From an optimization exercise on the open Yosys and OpenROAD flow, aimed at small area and a short achievable clock period; shortcuts taken in it are not production practice.
The RTL was checked by simulation tests, not by an equivalence proof against the original design.
Power is estimated from default activity; no workload was simulated.

== ember ==
==> flow/design.v <==
module rtp_rx_check (
    input  wire        clk,
    input  wire        rst,
    input  wire        in_valid,
    input  wire [63:0] in_data,
    input  wire        in_last,
    input  wire [2:0]  in_nbytes,
    output wire        out_valid,
    output wire        out_hdr,
    output wire        out_ok,
    output wire [31:0] out_type,
    output wire [31:0] out_seq,
    output wire [31:0] out_len,
    output wire [31:0] out_csum,
    output wire [15:0] out_sum,
    output wire [10:0] out_plen,
    output wire [11:0] out_flen
);
    reg         first;
    reg         ph_b1;
    reg         ph_pl;
    reg         ph_past;
    reg         fin;         
    reg  [11:0] flen;        
    reg  [10:0] room;        
    reg         lim;         
    reg  [15:0] acc_s;       
    reg  [15:0] acc_c;
    reg  [31:0] f_type;
    reg  [31:0] f_seq;
    reg  [31:0] f_len;
    reg  [31:0] f_csum;
    wire        full     = ~in_last | (in_nbytes == 3'd0);
    wire [3:0]  nb       = full ? 4'd8 : {1'b0, in_nbytes};
    wire        room_all = |room[10:3];
    reg  [7:0]  keep;
    reg  [63:0] masked;
    integer     j;
    always @* begin
        for (j = 0; j < 8; j = j + 1) begin
            keep[j] = in_valid & (full | (in_nbytes > j)) &
                      (first | (ph_b1 & (j < 4)) | (ph_pl & (room_all | (room[2:0] > j))));
            masked[63 - 8*j -: 8] = keep[j] ? in_data[63 - 8*j -: 8] : 8'h00;
        end
    end
    function [31:0] csa;
        input [15:0] a, b, c;
        reg   [15:0] m;
        begin
            m   = (a & b) | (a & c) | (b & c);
            csa = {m[14:0], m[15], a ^ b ^ c};
        end
    endfunction
    wire [15:0] s_in = first ? 16'd0 : acc_s;
    wire [15:0] c_in = first ? 16'd0 : acc_c;
    wire [31:0] l1a  = csa(masked[63:48], masked[47:32], masked[31:16]);
    wire [31:0] l1b  = csa(masked[15:0], s_in, c_in);
    wire [31:0] l2   = csa(l1a[15:0], l1a[31:16], l1b[15:0]);
    wire [31:0] l3   = csa(l2[15:0], l2[31:16], l1b[31:16]);
    wire [10:0] len_sat  = (|in_data[63:43]) ? 11'h7FF : in_data[42:32];
    wire [10:0] room_dec = room_all ? room - 11'd8 : 11'd0;
    wire        pl_end   = (flen[10:3] == 8'hFF);     
    wire [11:0] base     = first ? 12'd0 : flen;
    wire [8:0]  base_inc = base[11:3] + 9'd1;
    always @(posedge clk) begin
        if (rst) begin
            first   <= 1'b1;
            ph_b1   <= 1'b0;
            ph_pl   <= 1'b0;
            ph_past <= 1'b0;
            fin     <= 1'b0;
        end else begin
            fin <= in_valid & in_last;
            if (in_valid) begin
                first   <= in_last;
                ph_b1   <= ~in_last & first;
                ph_pl   <= ~in_last & (ph_b1 | (ph_pl & ~pl_end));
                ph_past <= ~in_last & (ph_past | (ph_pl & pl_end));
            end
        end
        acc_s <= l3[15:0];
        acc_c <= l3[31:16];
        if (in_valid) begin
            if (!ph_past)
                flen <= full ? {base_inc, 3'b000} : {base[11:3], in_nbytes};
            if (first) begin
                f_type <= in_data[63:32];
                f_seq  <= in_data[31:0];
            end
            if (ph_b1) begin
                f_len  <= in_data[63:32];
                f_csum <= in_data[31:0];
                room   <= len_sat;
            end
            if (ph_pl)
                room   <= room_dec;
            lim <= ~ph_b1 && (room[10:4] == 7'd0) && (room[3:0] <= (ph_past ? 4'd0 : nb));
        end
    end
    wire [15:0] g0 = acc_s & acc_c;
    wire [15:0] p0 = acc_s ^ acc_c;
    reg  [15:0] gp, pp, gn, pn;
    integer     k, d;
    always @* begin
        gp = g0;
        pp = p0;
        for (d = 1; d < 16; d = d * 2) begin
            for (k = 0; k < 16; k = k + 1) begin
                gn[k] = gp[k] | (pp[k] & gp[(k + 16 - d) % 16]);
                pn[k] = pp[k] & pp[(k + 16 - d) % 16];
            end
            gp = gn;
            pp = pn;
        end
    end
    wire [15:0] sum = ~(p0 ^ {gp[14:0], gp[15]});
    wire [31:0] vu     = csa(acc_s, acc_c, f_csum[15:0]);
    wire        z_mod  = &(vu[15:0] ^ vu[31:16]);
    wire        z_sc   = ~|{acc_s, acc_c};
    wire        cs_lo1 = &f_csum[15:0];
    wire        hdr   = |flen[11:4];
    wire [11:0] avail = flen - 12'd16;
    assign out_valid = fin;
    assign out_hdr   = hdr;
    assign out_ok    = hdr & ~|f_csum[31:16] & z_mod & (z_sc | ~cs_lo1);
    assign out_type  = f_type;
    assign out_seq   = f_seq;
    assign out_len   = f_len;
    assign out_csum  = f_csum;
    assign out_sum   = sum;
    assign out_plen  = lim ? f_len[10:0] : avail[10:0];
    assign out_flen  = flen;
endmodule
==> flow/config.mk <==
export PLATFORM = sky130hd
export DESIGN_NAME = rtp_rx_check
export DESIGN_NICKNAME = rtp_rx_check
export VERILOG_FILES = /design/flow/design.v
export SDC_FILE = /design/flow/constraint.sdc
export NUM_CORES = 4
export LEC_CHECK = 0
export CAP_MARGIN = 20
export CORE_MARGIN = 2
export CORE_UTILIZATION = 40
export CTS_BUF_LIST = sky130_fd_sc_hd__clkbuf_8
export CTS_CLUSTER_SIZE = 30
export PLACE_DENSITY = 0.6
export SETUP_SLACK_MARGIN = 2.9
export SLEW_MARGIN = 20
==> flow/constraint.sdc <==
create_clock -name core_clock -period 7.0 [get_ports {clk}]
set_input_delay 1.4000 -clock core_clock [delete_from_list [all_inputs] [get_ports {clk}]]
set_output_delay 1.4000 -clock core_clock [all_outputs]
set_load 0.01 [all_outputs]
standard.sh (not shown) runs the stock make flow with config.mk's settings and CLKGATE_MAP_FILE= SYNTH_SCRIPT=/design/flow/synth_recipe.tcl, a recipe that flattens the netlist after the stock synthesis.
==> flow/flow/run.sh <==
#!/bin/bash
bash standard.sh finish BUFFER_PORTS_ARGS="-buffer_cell sky130_fd_sc_hd__buf_1" > standard.log 2>&1
ember ended with every stage complete and zero timing, DRC or antenna violations.
Inputs modified between ember and raven:
--- a/flow/design.v
+++ b/flow/design.v
@@ -30,28 +30,29 @@
     reg  [31:0] f_seq;
     reg  [31:0] f_len;
     reg  [31:0] f_csum;
     wire        full     = ~in_last | (in_nbytes == 3'd0);
     wire [3:0]  nb       = full ? 4'd8 : {1'b0, in_nbytes};
     wire        room_all = |room[10:3];
-    reg  [7:0]  keep;
+    reg  [7:0]  kb, lb;
     reg  [63:0] masked;
     integer     j;
     always @* begin
         for (j = 0; j < 8; j = j + 1) begin
-            keep[j] = in_valid & (full | (in_nbytes > j)) &
-                      (first | (ph_b1 & (j < 4)) | (ph_pl & (room_all | (room[2:0] > j))));
-            masked[63 - 8*j -: 8] = keep[j] ? in_data[63 - 8*j -: 8] : 8'h00;
+            kb[j] = in_valid & (first | (ph_b1 & (j < 4)) | (ph_pl & (room_all | (room[2:0] > j))));
+            lb[j] = ~in_last | (in_nbytes == 3'd0) | (in_nbytes > j);
+            masked[63 - 8*j -: 8] = in_data[63 - 8*j -: 8] & {8{kb[j]}} & {8{lb[j]}};
         end
     end
     function [31:0] csa;
         input [15:0] a, b, c;
-        reg   [15:0] m;
+        reg   [15:0] h, m;
         begin
-            m   = (a & b) | (a & c) | (b & c);
-            csa = {m[14:0], m[15], a ^ b ^ c};
+            h   = a ^ b;
+            m   = (a & b) | (c & h);
+            csa = {m[14:0], m[15], h ^ c};
         end
     endfunction
     wire [15:0] s_in = first ? 16'd0 : acc_s;
     wire [15:0] c_in = first ? 16'd0 : acc_c;
     wire [31:0] l1a  = csa(masked[63:48], masked[47:32], masked[31:16]);
     wire [31:0] l1b  = csa(masked[15:0], s_in, c_in);
## What came out
- raven closes out successfully: all stages finished, all timing, DRC and antenna checks passed.
- Relative to ember, worst reg-to-reg setup slack decreased by 30 ps in raven.
- Diff ember -> raven: number of buffers created by CTS ~0 delta, proportion of power drawn by the clock network increased 1.1 points, global-route track usage on met2 has decreased, post-layout utilization of the core climbed 0.37 points, detailed-route wire length decreased 0.80%.
- In terms of area of the placeable core, ember and raven differ only marginally.
- Post-route fraction of the period consumed by the critical path is lower on raven
- The post-cts sizing count reported for raven is greater than that of ember by 5.
- Comparing number of cells in the finished layout apart from fillers for ember and raven, the bigger number came from ember.
- Re critical path depth: no difference whatsoever between ember and raven.
- Detailed-route wire length per cell of raven exceeds that of ember slightly.
- The post-synthesis instance area of raven and that of ember are within noise of each other.
- Power grows slightly when moving from ember to raven.


Another version of the RTL of rtp_rx_check (not shown whole).
Size in the first run: ~190 flip-flops, ~240 I/O pins.
==> module rtp_rx_check, before the edit <==
module rtp_rx_check (
    input  wire        clk,
    input  wire        rst,
    input  wire        in_valid,
    input  wire [63:0] in_data,
    input  wire        in_last,
    input  wire [2:0]  in_nbytes,
    output wire        out_valid,
    output wire        out_hdr,
    output wire        out_ok,
    output wire [31:0] out_type,
    output wire [31:0] out_seq,
    output wire [31:0] out_len,
    output wire [31:0] out_csum,
    output wire [15:0] out_sum,
    output wire [10:0] out_plen,
    output wire [11:0] out_flen
);
    reg         first;
    reg         ph_b1;
    reg         ph_pl;
    reg         ph_past;
    reg         fin;         
    reg  [11:0] flen;        
    reg  [10:0] room;        
    reg         lim;         
    reg  [15:0] acc_s;       
    reg  [15:0] acc_c;
    reg  [31:0] f_type;
    reg  [31:0] f_seq;
    reg  [31:0] f_len;
    reg  [31:0] f_csum;
    wire        full     = ~in_last | (in_nbytes == 3'd0);
    wire [3:0]  nb       = full ? 4'd8 : {1'b0, in_nbytes};
    wire        room_all = |room[10:3];
    reg  [7:0]  kb, lb;
    reg  [63:0] masked;
    integer     j;
    always @* begin
        for (j = 0; j < 8; j = j + 1) begin
            kb[j] = in_valid & (first | (ph_b1 & (j < 4)) | (ph_pl & (room_all | (room[2:0] > j))));
            lb[j] = ~in_last | (in_nbytes == 3'd0) | (in_nbytes > j);
            masked[63 - 8*j -: 8] = in_data[63 - 8*j -: 8] & {8{kb[j]}} & {8{lb[j]}};
        end
    end
    function [31:0] csa;
        input [15:0] a, b, c;
        reg   [15:0] h, m;
        begin
            h   = a ^ b;
            m   = (a & b) | (c & h);
            csa = {m[14:0], m[15], h ^ c};
        end
    endfunction
    wire [15:0] s_in = first ? 16'd0 : acc_s;
    wire [15:0] c_in = first ? 16'd0 : acc_c;
    wire [31:0] l1a  = csa(masked[63:48], masked[47:32], masked[31:16]);
    wire [31:0] l1b  = csa(masked[15:0], s_in, c_in);
    wire [31:0] l2   = csa(l1a[15:0], l1a[31:16], l1b[15:0]);
    wire [31:0] l3   = csa(l2[15:0], l2[31:16], l1b[31:16]);
    wire [10:0] len_sat  = (|in_data[63:43]) ? 11'h7FF : in_data[42:32];
    wire [10:0] room_dec = room_all ? room - 11'd8 : 11'd0;
    wire        pl_end   = (flen[10:3] == 8'hFF);     
    wire [11:0] base     = first ? 12'd0 : flen;
    wire [8:0]  base_inc = base[11:3] + 9'd1;
    always @(posedge clk) begin
        if (rst) begin
            first   <= 1'b1;
            ph_b1   <= 1'b0;
            ph_pl   <= 1'b0;
            ph_past <= 1'b0;
            fin     <= 1'b0;
        end else begin
            fin <= in_valid & in_last;
            if (in_valid) begin
                first   <= in_last;
                ph_b1   <= ~in_last & first;
                ph_pl   <= ~in_last & (ph_b1 | (ph_pl & ~pl_end));
                ph_past <= ~in_last & (ph_past | (ph_pl & pl_end));
            end
        end
        acc_s <= l3[15:0];
        acc_c <= l3[31:16];
        if (first) begin
            f_type <= in_data[63:32];
            f_seq  <= in_data[31:0];
        end
        if (ph_b1) begin
            f_len  <= in_data[63:32];
            f_csum <= in_data[31:0];
            room   <= len_sat;
        end
        if (in_valid) begin
            if (!ph_past)
                flen <= full ? {base_inc, 3'b000} : {base[11:3], in_nbytes};
            if (ph_pl)
                room   <= room_dec;
            lim <= ~ph_b1 && (room[10:4] == 7'd0) && (room[3:0] <= (ph_past ? 4'd0 : nb));
        end
    end
    wire [15:0] g0 = acc_s & acc_c;
    wire [15:0] p0 = acc_s ^ acc_c;
    reg  [15:0] gp, pp, gn, pn;
    integer     k, d;
    always @* begin
        gp = g0;
        pp = p0;
        for (d = 1; d < 16; d = d * 2) begin
            for (k = 0; k < 16; k = k + 1) begin
                gn[k] = gp[k] | (pp[k] & gp[(k + 16 - d) % 16]);
                pn[k] = pp[k] & pp[(k + 16 - d) % 16];
            end
            gp = gn;
            pp = pn;
        end
    end
    wire [15:0] sum = ~(p0 ^ {gp[14:0], gp[15]});
    wire [15:0] vu_m   = g0 | (f_csum[15:0] & p0);
    wire [15:0] vu_c   = {vu_m[14:0], vu_m[15]};
    wire        z_mod  = &(p0 ^ (f_csum[15:0] ^ vu_c));    
    wire        z_sc   = ~|{acc_s, acc_c};
    wire        cs_lo1 = &f_csum[15:0];
    wire        hdr   = |flen[11:4];
    wire [11:0] avail = flen - 12'd16;
    assign out_valid = fin;
    assign out_hdr   = hdr;
    assign out_ok    = hdr & ~|f_csum[31:16] & z_mod & (z_sc | ~cs_lo1);
    assign out_type  = f_type;
    assign out_seq   = f_seq;
    assign out_len   = f_len;
    assign out_csum  = f_csum;
    assign out_sum   = sum;
    assign out_plen  = lim ? f_len[10:0] : avail[10:0];
    assign out_flen  = flen;
endmodule
==> flow/config.mk <==
export PLATFORM = sky130hd
export DESIGN_NAME = rtp_rx_check
export DESIGN_NICKNAME = rtp_rx_check
export VERILOG_FILES = /design/flow/design.v
export SDC_FILE = /design/flow/constraint.sdc
export NUM_CORES = 4
export LEC_CHECK = 0
export CAP_MARGIN = 20
export CORE_MARGIN = 2
export CORE_UTILIZATION = 40
export CTS_BUF_LIST = sky130_fd_sc_hd__clkbuf_8
export CTS_CLUSTER_SIZE = 30
export PLACE_DENSITY = 0.6
export SETUP_SLACK_MARGIN = 3.0
export SLEW_MARGIN = 20
export TNS_END_PERCENT = 20
==> flow/constraint.sdc <==
create_clock -name core_clock -period 7.0 [get_ports {clk}]
set_input_delay 1.4000 -clock core_clock [delete_from_list [all_inputs] [get_ports {clk}]]
set_output_delay 1.4000 -clock core_clock [all_outputs]
set_load 0.01 [all_outputs]
Scripts as last shown in full above: flow/flow/run.sh
Next try:
--- a/flow/design.v
+++ b/flow/design.v
@@ -78,24 +78,24 @@
                 ph_pl   <= ~in_last & (ph_b1 | (ph_pl & ~pl_end));
                 ph_past <= ~in_last & (ph_past | (ph_pl & pl_end));
             end
         end
         acc_s <= l3[15:0];
         acc_c <= l3[31:16];
-        if (first) begin
-            f_type <= in_data[63:32];
-            f_seq  <= in_data[31:0];
-        end
-        if (ph_b1) begin
-            f_len  <= in_data[63:32];
-            f_csum <= in_data[31:0];
-            room   <= len_sat;
-        end
         if (in_valid) begin
             if (!ph_past)
                 flen <= full ? {base_inc, 3'b000} : {base[11:3], in_nbytes};
+            if (first) begin
+                f_type <= in_data[63:32];
+                f_seq  <= in_data[31:0];
+            end
+            if (ph_b1) begin
+                f_len  <= in_data[63:32];
+                f_csum <= in_data[31:0];
+                room   <= len_sat;
+            end
             if (ph_pl)
                 room   <= room_dec;
             lim <= ~ph_b1 && (room[10:4] == 7'd0) && (room[3:0] <= (ph_past ? 4'd0 : nb));
         end
     end
     wire [15:0] g0 = acc_s & acc_c;
@@ -112,15 +112,14 @@
             end
             gp = gn;
             pp = pn;
         end
     end
     wire [15:0] sum = ~(p0 ^ {gp[14:0], gp[15]});
-    wire [15:0] vu_m   = g0 | (f_csum[15:0] & p0);
-    wire [15:0] vu_c   = {vu_m[14:0], vu_m[15]};
-    wire        z_mod  = &(p0 ^ (f_csum[15:0] ^ vu_c));    
+    wire [31:0] vu     = csa(acc_s, acc_c, f_csum[15:0]);
+    wire        z_mod  = &(vu[15:0] ^ vu[31:16]);
     wire        z_sc   = ~|{acc_s, acc_c};
     wire        cs_lo1 = &f_csum[15:0];
     wire        hdr   = |flen[11:4];
     wire [11:0] avail = flen - 12'd16;
     assign out_valid = fin;
     assign out_hdr   = hdr;
Result: The changed run completed with no timing, DRC or antenna violations; via count climbs by 2.6%; final cell count is higher by 4.8%; core utilization decreases by 0.36 points; fmax increases by 3.0%; non-clock buffer count rose by 9; clock power decreases by 5.7%; design area rises by 2.5%; count of clock-buffer cells in the layout went down by 1; first-iteration DRC count is higher by 11%; worst hold slack improves by 0.036 ns; sequential power drops by about 4%.

-- static timing again, ports no longer ideal --
How much do the figures lean on ideal ports? The routed layouts below were timed once more, with nothing changed but the port constraints.
Step 1, drivers: a clkbuf_16 drives clk and a buf_2 each remaining input, both assumed.
Step 2 times the ports against the registers' clock, not the clock port: input delays grow and output delays shrink by t, the midpoint of the rising clock arrivals with the driver on.
a / b / c = no drivers / after step 1 / after step 2; a / b = the first two.
run	shift t [ns]	setup slack, ns	hold WS [ns]	worst setup path at the end	cell pins on the clock port's net
ember	0.520	3.007 / 2.960 / 2.511	0.547 / 0.547 / 0.547	input to register	1
raven	0.499	3.020 / 2.977 / 2.586	0.584 / 0.584 / 0.584	input to register	1
the first run of note 2	0.499	2.969 / 2.929 / 2.582	0.537 / 0.537 / 0.537	input to register	1
the second run of note 2	0.499	3.087 / 3.045 / 2.647	0.573 / 0.573 / 0.573	input to register	1
After both steps every run listed still meets setup and hold. For ember, which loses most, drivers alone change the setup slack by -0.047 ns; drivers and shift together by -0.496 ns.
